Context: an optimization exercise on an open-source flow, tuned for small area. The choices shown serve that exercise and are no tape-out recipe.
Function was not checked in any run shown here: the RTL went through the layout flow alone.

===== flow/flow/run.sh =====
#!/bin/bash
# The standard layout, with the port buffers made from the smallest buffer cell.
set -euo pipefail
bash standard.sh BUFFER_PORTS_ARGS="-buffer_cell sky130_fd_sc_hd__buf_1" finish > make_finish.log 2>&1

===== flow/standard.sh =====
#!/bin/bash
# synth_recipe.tcl (not shown) runs the flow's synth.tcl, then flattens the netlist and writes it again
# the make line also repeats each setting of config.mk as NAME=value (left out here)
make -C /OpenROAD-flow-scripts/flow DESIGN_CONFIG=/design/flow/config.mk WORK_HOME=/design/flow/orfs CLKGATE_MAP_FILE= SYNTH_SCRIPT=/design/flow/synth_recipe.tcl "${@:-finish}"

===== flow/config.mk =====
export PLATFORM = sky130hd
export DESIGN_NAME = dmr_framer
export DESIGN_NICKNAME = dmr_framer
export VERILOG_FILES = /design/flow/design.v
export SDC_FILE = /design/flow/constraint.sdc
export NUM_CORES = 4
export LEC_CHECK = 0
export CAP_MARGIN = 20
export CORE_MARGIN = 2
export CORE_UTILIZATION = 40
export CTS_BUF_LIST = sky130_fd_sc_hd__clkbuf_8
export CTS_CLUSTER_DIAMETER = 50
export CTS_CLUSTER_SIZE = 16
export SLEW_MARGIN = 20

===== flow/constraint.sdc =====
create_clock -name core_clock -period 12.0 [get_ports {clk}]
set_input_delay 2.4000 -clock core_clock [delete_from_list [all_inputs] [get_ports {clk}]]
set_output_delay 2.4000 -clock core_clock [all_outputs]
set_load 0.01 [all_outputs]

===== flow/design.v =====
module dmr_framer (
    input  wire         clk,
    input  wire         rst,            
    input  wire         in_valid,
    input  wire [1:0]   in_dibit,
    input  wire [4:0]   search_thr,     
    input  wire [4:0]   sync_thr,       
    output wire         pll_valid,
    output wire [15:0]  pll_offset,     
    output reg          loss_valid,
    output wire [13:0]  loss_bits,
    output reg          burst_valid,
    output wire [287:0] burst_bits,
    output wire [4:0]   burst_sync,
    output reg  [1:0]   burst_lock,
    output wire [7:0]   burst_errors
);
    localparam [4:0] P_UNKNOWN = 5'd20;
    function ge4(input [3:0] x, input [3:0] y);
        integer i;
        reg c;
        begin
            c = 1'b1;
            for (i = 0; i < 4; i = i + 1) c = (x[i] & ~y[i]) | ((x[i] | ~y[i]) & c);
            ge4 = c;
        end
    endfunction
    function [4:0] next_voice(input [4:0] p);
        if (p == 5'd1)
            next_voice = 5'd10;
        else if (p >= 5'd10 && p < 5'd14)
            next_voice = p + 5'd1;
        else if (p == 5'd3 || p == 5'd6 || p == 5'd7)
            next_voice = 5'd15;
        else if (p >= 5'd15 && p < 5'd19)
            next_voice = p + 5'd1;
        else
            next_voice = P_UNKNOWN;
    endfunction
    reg [287:0] mb;         
    reg [12:0]  q;          
    reg         z;          
    reg         synced;
    reg [4:0]   trc;        
    reg [4:0]   tro;        
    reg         fb;         
    reg [4:0]   err;
    reg         r_hit;      
    reg [4:0]   r_wid;
    reg [1:0]   r_lock;
    reg [4:0]   r_err;
    wire [47:0] W = mb[151:104];
    reg  [23:0] h, l;
    integer k;
    always @* begin
        for (k = 0; k < 24; k = k + 1) begin
            h[k] = W[2*k+1];
            l[k] = W[2*k];
        end
    end
    wire t0_s = h[2] ^ h[3] ^ h[13];
    wire t0_c = (h[2] & h[3]) | (h[13] & (h[2] ^ h[3]));
    wire t1_s = h[11] ^ h[15] ^ h[17];
    wire t1_c = (h[11] & h[15]) | (h[17] & (h[11] ^ h[15]));
    wire t2_s = h[4] ^ h[14] ^ h[23];
    wire t2_c = (h[4] & h[14]) | (h[23] & (h[4] ^ h[14]));
    wire t3_s = h[0] ^ h[10] ^ h[16];
    wire t3_c = (h[0] & h[10]) | (h[16] & (h[0] ^ h[10]));
    wire t4_s = h[5] ^ h[19] ^ h[20];
    wire t4_c = (h[5] & h[19]) | (h[20] & (h[5] ^ h[19]));
    wire t5_s = h[7] ^ h[8] ^ h[12];
    wire t5_c = (h[7] & h[8]) | (h[12] & (h[7] ^ h[8]));
    wire t6_s = h[1] ^ h[18] ^ h[21];
    wire t6_c = (h[1] & h[18]) | (h[21] & (h[1] ^ h[18]));
    wire t7_s = h[6] ^ h[9] ^ h[22];
    wire t7_c = (h[6] & h[9]) | (h[22] & (h[6] ^ h[9]));
    wire pc_h_1 = t0_s ^ t1_s ^ t2_s;
    wire pc_h_2 = (t0_s & t1_s) | (t2_s & (t0_s ^ t1_s));
    wire pc_h_3 = t3_s ^ t4_s ^ t5_s;
    wire pc_h_4 = (t3_s & t4_s) | (t5_s & (t3_s ^ t4_s));
    wire pc_h_5 = t6_s ^ t7_s ^ pc_h_1;
    wire pc_h_6 = (t6_s & t7_s) | (pc_h_1 & (t6_s ^ t7_s));
    wire pc_h_7 = pc_h_3 ^ pc_h_5;
    wire pc_h_8 = pc_h_3 & pc_h_5;
    wire pc_h_9 = t0_c ^ t1_c ^ t2_c;
    wire pc_h_10 = (t0_c & t1_c) | (t2_c & (t0_c ^ t1_c));
    wire pc_h_11 = t3_c ^ t4_c ^ t5_c;
    wire pc_h_12 = (t3_c & t4_c) | (t5_c & (t3_c ^ t4_c));
    wire pc_h_13 = t6_c ^ t7_c ^ pc_h_2;
    wire pc_h_14 = (t6_c & t7_c) | (pc_h_2 & (t6_c ^ t7_c));
    wire pc_h_15 = pc_h_4 ^ pc_h_6 ^ pc_h_8;
    wire pc_h_16 = (pc_h_4 & pc_h_6) | (pc_h_8 & (pc_h_4 ^ pc_h_6));
    wire pc_h_17 = pc_h_9 ^ pc_h_11 ^ pc_h_13;
    wire pc_h_18 = (pc_h_9 & pc_h_11) | (pc_h_13 & (pc_h_9 ^ pc_h_11));
    wire pc_h_19 = pc_h_15 ^ pc_h_17;
    wire pc_h_20 = pc_h_15 & pc_h_17;
    wire pc_h_21 = pc_h_10 ^ pc_h_12 ^ pc_h_14;
    wire pc_h_22 = (pc_h_10 & pc_h_12) | (pc_h_14 & (pc_h_10 ^ pc_h_12));
    wire pc_h_23 = pc_h_16 ^ pc_h_18 ^ pc_h_20;
    wire pc_h_24 = (pc_h_16 & pc_h_18) | (pc_h_20 & (pc_h_16 ^ pc_h_18));
    wire pc_h_25 = pc_h_21 ^ pc_h_23;
    wire pc_h_26 = pc_h_21 & pc_h_23;
    wire pc_h_27 = pc_h_22 ^ pc_h_24 ^ pc_h_26;
    wire pc_h_28 = (pc_h_22 & pc_h_24) | (pc_h_26 & (pc_h_22 ^ pc_h_24));
    wire [4:0] pc_h = {pc_h_28, pc_h_27, pc_h_25, pc_h_19, pc_h_7};
    wire pc_l_1 = l[0] ^ l[1] ^ l[2];
    wire pc_l_2 = (l[0] & l[1]) | (l[2] & (l[0] ^ l[1]));
    wire pc_l_3 = l[3] ^ l[4] ^ l[5];
    wire pc_l_4 = (l[3] & l[4]) | (l[5] & (l[3] ^ l[4]));
    wire pc_l_5 = l[6] ^ l[7] ^ l[8];
    wire pc_l_6 = (l[6] & l[7]) | (l[8] & (l[6] ^ l[7]));
    wire pc_l_7 = l[9] ^ l[10] ^ l[11];
    wire pc_l_8 = (l[9] & l[10]) | (l[11] & (l[9] ^ l[10]));
    wire pc_l_9 = l[12] ^ l[13] ^ l[14];
    wire pc_l_10 = (l[12] & l[13]) | (l[14] & (l[12] ^ l[13]));
    wire pc_l_11 = l[15] ^ l[16] ^ l[17];
    wire pc_l_12 = (l[15] & l[16]) | (l[17] & (l[15] ^ l[16]));
    wire pc_l_13 = l[18] ^ l[19] ^ l[20];
    wire pc_l_14 = (l[18] & l[19]) | (l[20] & (l[18] ^ l[19]));
    wire pc_l_15 = l[21] ^ l[22] ^ l[23];
    wire pc_l_16 = (l[21] & l[22]) | (l[23] & (l[21] ^ l[22]));
    wire pc_l_17 = pc_l_1 ^ pc_l_3 ^ pc_l_5;
    wire pc_l_18 = (pc_l_1 & pc_l_3) | (pc_l_5 & (pc_l_1 ^ pc_l_3));
    wire pc_l_19 = pc_l_7 ^ pc_l_9 ^ pc_l_11;
    wire pc_l_20 = (pc_l_7 & pc_l_9) | (pc_l_11 & (pc_l_7 ^ pc_l_9));
    wire pc_l_21 = pc_l_13 ^ pc_l_15 ^ pc_l_17;
    wire pc_l_22 = (pc_l_13 & pc_l_15) | (pc_l_17 & (pc_l_13 ^ pc_l_15));
    wire pc_l_23 = pc_l_19 ^ pc_l_21;
    wire pc_l_24 = pc_l_19 & pc_l_21;
    wire pc_l_25 = pc_l_2 ^ pc_l_4 ^ pc_l_6;
    wire pc_l_26 = (pc_l_2 & pc_l_4) | (pc_l_6 & (pc_l_2 ^ pc_l_4));
    wire pc_l_27 = pc_l_8 ^ pc_l_10 ^ pc_l_12;
    wire pc_l_28 = (pc_l_8 & pc_l_10) | (pc_l_12 & (pc_l_8 ^ pc_l_10));
    wire pc_l_29 = pc_l_14 ^ pc_l_16 ^ pc_l_18;
    wire pc_l_30 = (pc_l_14 & pc_l_16) | (pc_l_18 & (pc_l_14 ^ pc_l_16));
    wire pc_l_31 = pc_l_20 ^ pc_l_22 ^ pc_l_24;
    wire pc_l_32 = (pc_l_20 & pc_l_22) | (pc_l_24 & (pc_l_20 ^ pc_l_22));
    wire pc_l_33 = pc_l_25 ^ pc_l_27 ^ pc_l_29;
    wire pc_l_34 = (pc_l_25 & pc_l_27) | (pc_l_29 & (pc_l_25 ^ pc_l_27));
    wire pc_l_35 = pc_l_31 ^ pc_l_33;
    wire pc_l_36 = pc_l_31 & pc_l_33;
    wire pc_l_37 = pc_l_26 ^ pc_l_28 ^ pc_l_30;
    wire pc_l_38 = (pc_l_26 & pc_l_28) | (pc_l_30 & (pc_l_26 ^ pc_l_28));
    wire pc_l_39 = pc_l_32 ^ pc_l_34 ^ pc_l_36;
    wire pc_l_40 = (pc_l_32 & pc_l_34) | (pc_l_36 & (pc_l_32 ^ pc_l_34));
    wire pc_l_41 = pc_l_37 ^ pc_l_39;
    wire pc_l_42 = pc_l_37 & pc_l_39;
    wire pc_l_43 = pc_l_38 ^ pc_l_40 ^ pc_l_42;
    wire pc_l_44 = (pc_l_38 & pc_l_40) | (pc_l_42 & (pc_l_38 ^ pc_l_40));
    wire [4:0] pc_l = {pc_l_44, pc_l_43, pc_l_41, pc_l_35, pc_l_23};
    wire A0_1 = t2_s ^ t4_s ^ t6_s;
    wire A0_2 = (t2_s & t4_s) | (t6_s & (t2_s ^ t4_s));
    wire A0_3 = h[7] ^ h[10] ^ h[13];
    wire A0_4 = (h[7] & h[10]) | (h[13] & (h[7] ^ h[10]));
    wire A0_5 = A0_1 ^ A0_3;
    wire A0_6 = A0_1 & A0_3;
    wire A0_7 = t2_c ^ t4_c ^ t6_c;
    wire A0_8 = (t2_c & t4_c) | (t6_c & (t2_c ^ t4_c));
    wire A0_9 = A0_2 ^ A0_4 ^ A0_6;
    wire A0_10 = (A0_2 & A0_4) | (A0_6 & (A0_2 ^ A0_4));
    wire A0_11 = A0_7 ^ A0_9;
    wire A0_12 = A0_7 & A0_9;
    wire A0_13 = A0_8 ^ A0_10 ^ A0_12;
    wire A0_14 = (A0_8 & A0_10) | (A0_12 & (A0_8 ^ A0_10));
    wire [3:0] A0 = {A0_14, A0_13, A0_11, A0_5};
    wire A1_1 = t2_s ^ t3_s ^ t5_s;
    wire A1_2 = (t2_s & t3_s) | (t5_s & (t2_s ^ t3_s));
    wire A1_3 = h[9] ^ h[15] ^ h[19];
    wire A1_4 = (h[9] & h[15]) | (h[19] & (h[9] ^ h[15]));
    wire A1_5 = A1_1 ^ A1_3;
    wire A1_6 = A1_1 & A1_3;
    wire A1_7 = t2_c ^ t3_c ^ t5_c;
    wire A1_8 = (t2_c & t3_c) | (t5_c & (t2_c ^ t3_c));
    wire A1_9 = A1_2 ^ A1_4 ^ A1_6;
    wire A1_10 = (A1_2 & A1_4) | (A1_6 & (A1_2 ^ A1_4));
    wire A1_11 = A1_7 ^ A1_9;
    wire A1_12 = A1_7 & A1_9;
    wire A1_13 = A1_8 ^ A1_10 ^ A1_12;
    wire A1_14 = (A1_8 & A1_10) | (A1_12 & (A1_8 ^ A1_10));
    wire [3:0] A1 = {A1_14, A1_13, A1_11, A1_5};
    wire A2_1 = t1_s ^ t4_s ^ t7_s;
    wire A2_2 = (t1_s & t4_s) | (t7_s & (t1_s ^ t4_s));
    wire A2_3 = h[7] ^ h[18] ^ h[23];
    wire A2_4 = (h[7] & h[18]) | (h[23] & (h[7] ^ h[18]));
    wire A2_5 = A2_1 ^ A2_3;
    wire A2_6 = A2_1 & A2_3;
    wire A2_7 = t1_c ^ t4_c ^ t7_c;
    wire A2_8 = (t1_c & t4_c) | (t7_c & (t1_c ^ t4_c));
    wire A2_9 = A2_2 ^ A2_4 ^ A2_6;
    wire A2_10 = (A2_2 & A2_4) | (A2_6 & (A2_2 ^ A2_4));
    wire A2_11 = A2_7 ^ A2_9;
    wire A2_12 = A2_7 & A2_9;
    wire A2_13 = A2_8 ^ A2_10 ^ A2_12;
    wire A2_14 = (A2_8 & A2_10) | (A2_12 & (A2_8 ^ A2_10));
    wire [3:0] A2 = {A2_14, A2_13, A2_11, A2_5};
    wire A3_1 = t0_s ^ t2_s ^ t5_s;
    wire A3_2 = (t0_s & t2_s) | (t5_s & (t0_s ^ t2_s));
    wire A3_3 = h[6] ^ h[9] ^ h[20];
    wire A3_4 = (h[6] & h[9]) | (h[20] & (h[6] ^ h[9]));
    wire A3_5 = A3_1 ^ A3_3;
    wire A3_6 = A3_1 & A3_3;
    wire A3_7 = t0_c ^ t2_c ^ t5_c;
    wire A3_8 = (t0_c & t2_c) | (t5_c & (t0_c ^ t2_c));
    wire A3_9 = A3_2 ^ A3_4 ^ A3_6;
    wire A3_10 = (A3_2 & A3_4) | (A3_6 & (A3_2 ^ A3_4));
    wire A3_11 = A3_7 ^ A3_9;
    wire A3_12 = A3_7 & A3_9;
    wire A3_13 = A3_8 ^ A3_10 ^ A3_12;
    wire A3_14 = (A3_8 & A3_10) | (A3_12 & (A3_8 ^ A3_10));
    wire [3:0] A3 = {A3_14, A3_13, A3_11, A3_5};
    wire A4_1 = t1_s ^ t2_s ^ t6_s;
    wire A4_2 = (t1_s & t2_s) | (t6_s & (t1_s ^ t2_s));
    wire A4_3 = h[3] ^ h[8] ^ h[16];
    wire A4_4 = (h[3] & h[8]) | (h[16] & (h[3] ^ h[8]));
    wire A4_5 = A4_1 ^ A4_3;
    wire A4_6 = A4_1 & A4_3;
    wire A4_7 = t1_c ^ t2_c ^ t6_c;
    wire A4_8 = (t1_c & t2_c) | (t6_c & (t1_c ^ t2_c));
    wire A4_9 = A4_2 ^ A4_4 ^ A4_6;
    wire A4_10 = (A4_2 & A4_4) | (A4_6 & (A4_2 ^ A4_4));
    wire A4_11 = A4_7 ^ A4_9;
    wire A4_12 = A4_7 & A4_9;
    wire A4_13 = A4_8 ^ A4_10 ^ A4_12;
    wire A4_14 = (A4_8 & A4_10) | (A4_12 & (A4_8 ^ A4_10));
    wire [3:0] A4 = {A4_14, A4_13, A4_11, A4_5};
    wire h1 = pc_h == 5'd24, h0 = pc_h == 5'd0;
    wire l1 = pc_l == 5'd24, l0 = pc_l == 5'd0;
    wire pc_h12 = pc_h == 5'd12;
    wire [9:0] leq;         
    assign leq[0] = (l == 24'hbc64b2);
    assign leq[1] = (l == 24'h439b4d);
    assign leq[2] = (l == 24'h89d791);
    assign leq[3] = (l == 24'h76286e);
    assign leq[4] = (l == 24'hde8ae0);
    assign leq[5] = (l == 24'h9073dc);
    assign leq[6] = (l == 24'h21751f);
    assign leq[7] = (l == 24'h6f8c23);
    assign leq[8] = (l == 24'h5836e5);
    assign leq[9] = (l == 24'ha7c91a);
    wire [4:0] thr = synced_n ? sync_thr : search_thr;
    wire signed [7:0] T1 = $signed({3'd0, pc_h}) - $signed({3'd0, pc_l}) - $signed({3'd0, thr}) + 8'sd37;
    wire signed [7:0] T2 = $signed({3'd0, pc_h}) + $signed({3'd0, pc_l}) + $signed({3'd0, thr}) - 8'sd36;
    wire [7:0] uc = T1 >>> 1;           
    wire [7:0] vc = T2 >>> 1;           
    wire uc_neg = uc[7];
    wire uc_small = uc[7:4] == 4'd0;
    wire vc_neg = vc[7];
    wire vc_big = ~vc[7] & (vc[6:4] != 3'd0);
    wire [9:0] n;           
    wire [9:0] x;           
    wire [9:0] rm;          
    wire hb0 = pc_h12 & (A0 == 4'd12);      
    wire ho0 = pc_h12 & (A0 == 4'd0);       
    assign n[0]  = uc_neg | (uc_small & ge4(A0, uc[3:0]));
    assign n[1]  = ~vc_neg & (vc_big | ge4(vc[3:0], A0));
    assign x[0]  = l1 & hb0;
    assign x[1]  = l1 & ho0;
    assign rm[0] = (h1 & leq[1]) | (h0 & leq[0]) | (l0 & ho0);
    assign rm[1] = (h1 & leq[0]) | (h0 & leq[1]) | (l0 & hb0);
    wire hb1 = pc_h12 & (A1 == 4'd12);      
    wire ho1 = pc_h12 & (A1 == 4'd0);       
    assign n[2]  = uc_neg | (uc_small & ge4(A1, uc[3:0]));
    assign n[3]  = ~vc_neg & (vc_big | ge4(vc[3:0], A1));
    assign x[2]  = l1 & hb1;
    assign x[3]  = l1 & ho1;
    assign rm[2] = (h1 & leq[3]) | (h0 & leq[2]) | (l0 & ho1);
    assign rm[3] = (h1 & leq[2]) | (h0 & leq[3]) | (l0 & hb1);
    wire hb2 = pc_h12 & (A2 == 4'd12);      
    wire ho2 = pc_h12 & (A2 == 4'd0);       
    assign n[4]  = uc_neg | (uc_small & ge4(A2, uc[3:0]));
    assign n[6]  = ~vc_neg & (vc_big | ge4(vc[3:0], A2));
    assign x[4]  = l1 & hb2;
    assign x[6]  = l1 & ho2;
    assign rm[4] = (h1 & leq[6]) | (h0 & leq[4]) | (l0 & ho2);
    assign rm[6] = (h1 & leq[4]) | (h0 & leq[6]) | (l0 & hb2);
    wire hb3 = pc_h12 & (A3 == 4'd12);      
    wire ho3 = pc_h12 & (A3 == 4'd0);       
    assign n[5]  = uc_neg | (uc_small & ge4(A3, uc[3:0]));
    assign n[7]  = ~vc_neg & (vc_big | ge4(vc[3:0], A3));
    assign x[5]  = l1 & hb3;
    assign x[7]  = l1 & ho3;
    assign rm[5] = (h1 & leq[7]) | (h0 & leq[5]) | (l0 & ho3);
    assign rm[7] = (h1 & leq[5]) | (h0 & leq[7]) | (l0 & hb3);
    wire hb4 = pc_h12 & (A4 == 4'd12);      
    wire ho4 = pc_h12 & (A4 == 4'd0);       
    assign n[9]  = uc_neg | (uc_small & ge4(A4, uc[3:0]));
    assign n[8]  = ~vc_neg & (vc_big | ge4(vc[3:0], A4));
    assign x[9]  = l1 & hb4;
    assign x[8]  = l1 & ho4;
    assign rm[9] = (h1 & leq[8]) | (h0 & leq[9]) | (l0 & ho4);
    assign rm[8] = (h1 & leq[9]) | (h0 & leq[8]) | (l0 & hb4);
    wire [1:0] rl = h1 ? 2'd1 : h0 ? 2'd2 : 2'd3;
    wire       xany = synced_n & (|x);
    wire [9:0] hits = xany ? x : (n | (synced_n ? 10'd0 : rm));
    reg  [9:0] win;
    reg        seen;
    integer e;
    always @* begin
        seen = 1'b0;
        for (e = 0; e < 10; e = e + 1) begin
            win[e] = hits[e] & ~seen;
            seen = seen | hits[e];
        end
    end
    wire       m_hit = |hits;
    wire [4:0] wid   = {1'b0, win[8] | win[9], win[4] | win[5] | win[6] | win[7], win[2] | win[3] | win[6] | win[7], win[1] | win[3] | win[5] | win[7] | win[9]};
    wire [3:0] wA    = ({4{win[0] | win[1]}} & A0) |
                      ({4{win[2] | win[3]}} & A1) |
                      ({4{win[4] | win[6]}} & A2) |
                      ({4{win[5] | win[7]}} & A3) |
                      ({4{win[9] | win[8]}} & A4);
    wire       wbase = win[0] | win[2] | win[4] | win[5] | win[9];
    wire       wn    = |(win & n);
    wire [4:0] ebase = 5'd4 - pc_l;                  
    wire [4:0] eh    = pc_h - {wA, 1'b0};
    wire [4:0] wdist = wbase ? ebase + eh : ebase - eh;
    wire [1:0] wlock = wn ? 2'd0 : rl;
    wire        hit  = r_hit;
    wire [12:0] qe   = z ? 13'h1F70 : q;      
    wire [12:0] q1   = qe + 13'd1;
    wire        bnd  = synced & (q1 == 13'd0);
    wire        fire = ~synced & hit;
    wire [4:0]  nv   = next_voice(trc);
    wire        bnd_burst = hit | (nv != P_UNKNOWN) | (tro != P_UNKNOWN);
    wire [4:0]  bnd_val = hit ? r_wid : nv;
    wire        burst_now = fire | (bnd & bnd_burst);
    wire        fire_loss = fire & (q1 != 13'd0) & ~(&q1[12:8]);
    wire        thr_loss  = ~synced & ~hit & (q1 == 13'd4801);
    wire        synced_n  = fire | (synced & ~(bnd & ~bnd_burst));
    wire        rot  = in_valid & fire;
    wire        swp  = rot & (r_lock[0] ^ r_lock[1]);
    wire        ih   = rot & r_lock[0];
    wire        il   = rot & r_lock[1];
    wire        gh1  = ~rst & ~ih, gh0 = ~rst & ih;
    wire        gl1  = ~rst & ~il, gl0 = ~rst & il;
    wire [287:0] put = {mb[285:0], in_dibit};
    reg  [287:0] mb_d;
    integer j;
    always @* begin
        for (j = 0; j < 144; j = j + 1) begin
            mb_d[2*j+1] = (swp ? put[2*j]   : put[2*j+1]) ? gh1 : gh0;
            mb_d[2*j]   = (swp ? put[2*j+1] : put[2*j])   ? gl1 : gl0;
        end
    end
    always @(posedge clk) begin
        if (rst | in_valid) mb <= mb_d;
    end
    always @(posedge clk) begin
        err <= r_err;
        burst_lock <= fire ? r_lock : 2'd0;
        if (rst) begin
            r_hit       <= 1'b0;
            z           <= 1'b1;
            synced      <= 1'b0;
            trc         <= P_UNKNOWN;
            tro         <= P_UNKNOWN;
            burst_valid <= 1'b0;
            loss_valid  <= 1'b0;
        end else begin
            burst_valid <= in_valid & burst_now;
            loss_valid  <= in_valid & (fire_loss | thr_loss);
            if (in_valid) begin
                r_hit  <= m_hit;
                r_wid  <= wid;
                r_lock <= wlock;
                r_err  <= wn ? wdist : 5'd0;
                q <= thr_loss ? 13'd1 : q1;
                z <= burst_now;
                fb <= fire;
                if (fire) begin
                    trc    <= r_wid;
                    synced <= 1'b1;
                end else if (bnd) begin
                    trc <= tro;
                    tro <= bnd_val;
                    if (!bnd_burst) synced <= 1'b0;
                end
            end
        end
    end
    assign burst_bits   = mb;
    assign burst_sync   = fb ? trc : tro;
    assign burst_errors = {3'd0, err};
    assign pll_valid    = burst_valid & (burst_lock != 2'd0);
    assign pll_offset   = (burst_lock == 2'd1) ? 16'hFB50 :
                          (burst_lock == 2'd2) ? 16'h04B0 : 16'h0960;
    assign loss_bits    = {burst_valid ? q : 13'd4800, 1'b0};
endmodule

==> results.py, run 1 <==
metrics = {
    "status": {
        "status": "finished clean",
    },
    "cts": {
        "clk_latency_ps": 660,
        "clockBufferDepth": 3,
        "cts_sinks": 335,
        "htree_levels": 2,
        "holdBufCountCts": 0,
        "numCtsBuffers": 45,
        "root_buffer": "clkbuf_8",
        "clk_pin_slew_ps": 80,
        "cts_tree": "yes",
    },
    "timing": {
        "hold_violations": 0,
        "fin_setup_tns_ps": 0,
        "tightest_slew_ps": 1000,
        "worst_hold_slack_ps": 346,
        "fmax_ghz": 0.0875,
        "worst_slack_ps": 574,
        "rsz0062_at_grt": "false",
        "period_needed_ps": 11430,
        "setup_viol": 0,
        "skew_ps": 50.9,
        "slew_headroom": 0.326,
        "finalMaxSlewViolations": 0,
        "period_share": 0.952,
    },
    "cells_and_area": {
        "nNetsFinal": 2391,
        "final_common_cell": "mux2i_1",
        "final_cell_mix": "591 x mux2i_1, 342 x buf_1, 313 x edfxtp_1",
        "multiInputGateArea_mm2": 0.0122,
        "nFillCells": 5296,
        "syn2layout_area_growth_pct": 14.2,
        "drive_gt1_frac": 0.0777,
        "regArea_mm2": 0.00984,
    },
    "global_route": {
        "grtUsageTotal": 0.223,
        "grt_pass1_wl_mm": 103,
        "antenna_found_initial": 1,
        "grt_max_degree": 156,
        "gr-total-overflow": 0,
        "grt_pass1_vias": 16800,
    },
    "synth": {
        "synth_area_mm2": 0.0229,
        "ys_warn_count": 1,
        "yosys-top-cells-area": "edfxtp_1 41%, mux2i_1 26%, fa_1 6.2%, ha_1 4.3%, inv_1 2.5%",
        "synth_top_area_share": 0.410,
        "syn_area_per_cell_um2": 12.0,
        "async_flop_share": 0,
        "synthFlopType": "edfxtp_1",
        "seq_area_frac_synth": 0.429,
        "yosys.area.top_type": "edfxtp_1",
        "synth-seq-cells": 335,
        "synth_edf_count": 313,
        "yosys.cell_types.count": 89,
        "synthCells": 1918,
    },
    "die": {
        "num_rows": 87,
        "die-area_mm2": 0.0593,
        "ios": 351,
        "die_x_um": 243,
        "die_y_um": 243,
        "start_util": 0.406,
        "core-area_mm2": 0.0565,
    },
    "setup_path": {
        "crit_top_cell": "inv_1",
        "worst-path-buf-inv": 10,
        "cp_top_family": "adder cells",
        "path_class": "flop to flop",
        "end_kind": "flop",
        "startpoint_type": "flop",
        "cp.required_ps": 12480,
        "max_stage_delay_ps": 660,
        "arrival_ps": 11910,
        "crit_slowest_cell": "fa_2",
        "cp_max_fo": 6,
    },
    "drt": {
        "ant_nets": 0,
        "drc": 0,
        "wl_per_cell_um": 22.5,
        "drt_iter0_drc": 1221,
        "finalWirelength_mm": 67.9,
        "route.vias.total": 16600,
        "firstDrtPassIters": 5,
        "viasPerCell": 5.50,
    },
    "job": {
        "cap_violations": 0,
    },
    "placement": {
        "dp_hpwl_mm": 47.4,
        "dp_slack_ps": 181,
        "gp_congestion": 0.915,
        "io_buffer_count": 342,
    },
    "hold_path": {
        "min_path_type": "flop to flop",
    },
}
-- layout make-up --
class | count | share of cell area
Clock inverter | 39 | 0.0153
Tap cell | 756 | 0.0361
Multi-Input combinational cell | 1312 | 0.464
Clock buffer | 45 | 0.0236
Timing Repair Buffer | 382 | 0.0631
Antenna cell | 2 | 0.000191
Inverter | 151 | 0.0216
Sequential cell | 335 | 0.376
-- kinds of logic (layout without fill, tap and decap cells) --
family,count (synthesis),in the layout,share of synthesized area
simple gates,323,323,0.0761
xor+xnor,30,30,0.0115
mux,602,602,0.263
buf+inv,278,617,0.0483
fa+ha+maj,168,168,0.113
compound gates,181,181,0.0588
flops,335,335,0.429
other cells,1,10,0.000163
-- metrics by stage --
stage / util / cell area (um2) / cells
after floorplan: - / 23000 / 1925
after global placement: 0.442 / 25000 / 2930
after detailed placement: 0.442 / 25000 / 2930
after CTS: 0.460 / 26000 / 3014
after global routing: 0.464 / 26200 / 3022
final: 0.464 / 26200 / 3022
-- path summary, 6_finish.rpt --
check / slack (ps) / cells after the start / start / to
worst max register to register: 570 / 44 / mb[118]$_DFFE_PP_ / r_err[4]$_SDFFCE_PN0P_
worst max-delay path: 570 / 44 / mb[118]$_DFFE_PP_ / r_err[4]$_SDFFCE_PN0P_
worst min register to register: 350 / 0 / r_err[0]$_SDFFCE_PN0P_ / err[0]$_DFF_P_
worst min-delay path: 350 / 0 / r_err[0]$_SDFFCE_PN0P_ / err[0]$_DFF_P_
-- registers in the layout (all words and copies together), names as in the netlist, 2 cells and up --
register / count
q: 13
r_err: 5
burst_lock: 2
trc: 5
err: 5
r_wid: 4
r_lock: 2
tro: 5
mb: 288
-- repair_timing --
| action | in CTS | in global routing |
|---|---|---|
| setup buffers | 0 | 4 |
| gates resized for setup | 0 | 22 |
| endpoints found under the setup margin | 0 | 1 |
-- metal layers --
metal	share of wire	global-route usage	vias up
met5	0	0	-
met4	0.039	0.0864	0
met3	0.068	0.0547	133
met2	0.45	0.349	520
met1	0.44	0.299	8307
li1	-	-	7674
-- cell usage after synthesis, drive strengths merged, types with 6 or more instances --
cell type,n
a211o,9
a211oi,12
a21o,10
a21oi,31
a31oi,6
and2,24
and3,9
buf,46
clkbuf,81
dfxtp,22
edfxtp,313
fa,71
ha,78
inv,151
maj3,19
mux2,11
mux2i,591
nand2,58
nand2b,20
nand3,26
nand4,13
nor2,69
nor2b,20
nor3,26
nor4,16
nor4bb,7
o211ai,11
o21a,10
o21ai,27
o22ai,7
or2,6
or3,6
xnor2,22
xor2,8
==> inputs of run 2 (changes only) <==
--- a/flow/config.mk
+++ b/flow/config.mk
@@ -10,5 +10,5 @@
 export CORE_UTILIZATION = 40
-export CTS_BUF_LIST = sky130_fd_sc_hd__clkbuf_8
-export CTS_CLUSTER_DIAMETER = 50
-export CTS_CLUSTER_SIZE = 16
+export CTS_BUF_LIST = sky130_fd_sc_hd__clkbuf_16
+export CTS_CLUSTER_DIAMETER = 60
+export CTS_CLUSTER_SIZE = 20
 export SLEW_MARGIN = 20
==> results.py, run 2 <==
metrics = {
    "timing": {
        "hold_violations": 0,
        "period_needed_ps": 11430,
        "fmax_ghz": 0.0875,
        "period_share": 0.953,
        "skew_ps": 42.8,
        "slew_headroom": 0.334,
        "finalMaxSlewViolations": 0,
        "tightest_slew_ps": 989,
        "worst_slack_ps": 566,
        "setup_viol": 0,
    },
    "cts": {
        "holdBufCountCts": 0,
        "root_buffer": "clkbuf_16",
        "htree_levels": 2,
        "clk_latency_ps": 570,
        "numCtsBuffers": 37,
        "cts_tree": "yes",
        "clk_pin_slew_ps": 70,
        "clockBufferDepth": 3,
        "cts_sinks": 335,
    },
    "cells_and_area": {
        "largestRegisters": "mb (288), q (13)",
        "nNetsFinal": 2383,
        "nFillCells": 5268,
        "syn2layout_area_growth_pct": 15.1,
        "drive_gt1_frac": 0.0690,
        "final_cell_area_mm2": 0.0264,
        "final_cell_mix": "591 x mux2i_1, 342 x buf_1, 313 x edfxtp_1",
        "largest_reg_flops": 288,
        "num_antenna_cells": 0,
        "regMostFlops": "mb",
        "final_common_cell": "mux2i_1",
    },
    "die": {
        "die_y_um": 243,
        "start_util": 0.406,
        "core-area_mm2": 0.0565,
        "die_x_um": 243,
        "num_rows": 87,
        "die-area_mm2": 0.0593,
        "ios": 351,
    },
    "placement": {
        "dp_slack_ps": 181,
        "place_area_mm2": 0.0250,
        "io_buffer_count": 342,
        "dp_hpwl_mm": 47.4,
        "gp_congestion": 0.915,
    },
    "setup_path": {
        "startpoint": "mb[118]$_DFFE_PP_",
        "cp.required_ps": 12390,
        "crit_top_cell": "ha_1",
        "end_kind": "flop",
        "worst-path-buf-inv": 9,
        "cp_max_fo": 6,
        "arrival_ps": 11820,
        "crit_slowest_cell": "fa_2",
        "path_class": "flop to flop",
        "startpoint_type": "flop",
        "cp_top_family": "adder cells",
        "max_stage_delay_ps": 660,
        "r2r_start": "mb[118]$_DFFE_PP_",
    },
    "drt": {
        "ant_nets": 0,
        "route.vias.total": 16500,
        "finalWirelength_mm": 67.4,
        "firstDrtPassIters": 5,
        "drc": 0,
        "drt_iter0_drc": 1230,
        "wl_per_cell_um": 22.5,
        "viasPerCell": 5.50,
    },
    "synth": {
        "seq_area_frac_synth": 0.429,
        "yosysMostFrequentCell": "mux2i_1",
        "ys_warn_count": 1,
        "synth-seq-cells": 335,
        "synthTopCellsByCount": "591 x mux2i_1, 313 x edfxtp_1, 150 x inv_1",
        "synth_area_mm2": 0.0229,
        "syn_area_per_cell_um2": 12.0,
        "yosys.area.top_type": "edfxtp_1",
        "synth_edf_count": 313,
        "async_flop_share": 0,
        "yosys-top-cells-area": "edfxtp_1 41%, mux2i_1 26%, fa_1 6.2%, ha_1 4.3%, inv_1 2.5%",
        "synthCells": 1918,
        "synth_top_area_share": 0.410,
        "synthFlopType": "edfxtp_1",
        "yosys.cell_types.count": 89,
    },
    "global_route": {
        "grt_max_degree": 156,
        "gr-total-overflow": 0,
        "antenna_found_initial": 0,
        "grtUsageTotal": 0.221,
        "grt_pass1_wl_mm": 102,
        "grt_pass1_vias": 16600,
    },
    "status": {
        "status": "finished clean",
    },
    "job": {
        "cap_violations": 0,
    },
    "hold_path": {
        "hold_path.startpoint": "r_err[0]$_SDFFCE_PN0P_",
        "min_path_type": "flop to flop",
    },
}
## run 2: kinds of logic after synthesis
group / synth area share
muxes: 0.263
DFF: 0.429
and+or+nand+nor: 0.0761
buffers and inverters: 0.0483
AOI/OAI and AO/OA: 0.0588
adders and majority gates: 0.113
xor gates and xnor gates: 0.0115
other: 0.000163
## run 2: layer usage
layer | vias to the layer above | share of wire | track usage
met4 | 0 | 0.037 | 0.0816
met3 | 115 | 0.071 | 0.0518
met1 | 8236 | 0.44 | 0.300
met5 | - | 0 | 0
met2 | 523 | 0.45 | 0.345
li1 | 7646 | - | -
## run 2: area by class of cell
type                       instances  area [um2]  area share
clock buffer                      38         951      0.0360
clock inverter                    29         272      0.0103
inverter                         151         567      0.0215
multi-input combinational       1312       12200       0.461
sequential                       335        9840       0.373
tap                              756         946      0.0358
timing repair buffer             382        1650      0.0626
## run 2: timing repair
| item | 4_1_cts | 5_1_grt |
|---|---|---|
| gates resized for setup | 0 | 22 |
| setup buffers | 0 | 4 |
| setup endpoints to repair | 0 | 1 |
## run 2: stage by stage
stage               utilization  hold slack (ps)  instances  TNS (ps)
detailed placement        0.442              329       2930         0
CTS                       0.464              346       2997         0
finish                    0.467              343       3003         0
global placement          0.442              330       2930         0
global route              0.467              354       3003     -1.41
floorplan                     -              323       1925         0
## run 2: final timing paths
| path | slack [ps] | cells past startpoint | end |
|---|---|---|---|
| worst max-delay path | 570 | 46 | r_err[4]$_SDFFCE_PN0P_ |
| worst min-delay path | 340 | 0 | err[0]$_DFF_P_ |
| worst max register to register | 570 | 46 | r_err[4]$_SDFFCE_PN0P_ |
| worst min register to register | 340 | 0 | err[0]$_DFF_P_ |

static timing again, ports no longer ideal:
How much do the figures lean on ideal ports? The routed layouts below were timed once more, with nothing changed but the port constraints. Step 1: set_driving_cell puts a clkbuf_16 on clk and a buf_2 on each other input, an assumption about the parent block. Step 2 moves the port delays by t, midway between the first and last clock arrival at a register: inputs arrive t later, outputs are due t later. That takes back most of the time a late clock gives input paths. Slacks: ideal / step 1 / step 2; pairs: ideal / step 1.
run | shift t [ns] | setup slack, ns | worst setup path after step 2 | worst register clock-pin slew, ns
run 1 | 0.693 | 0.574 / 0.574 / 0.574 | register to register | 0.10 / 0.10
run 2 | 0.610 | 0.566 / 0.566 / 0.566 | register to register | 0.07 / 0.07
After both steps every run listed still meets setup and hold.
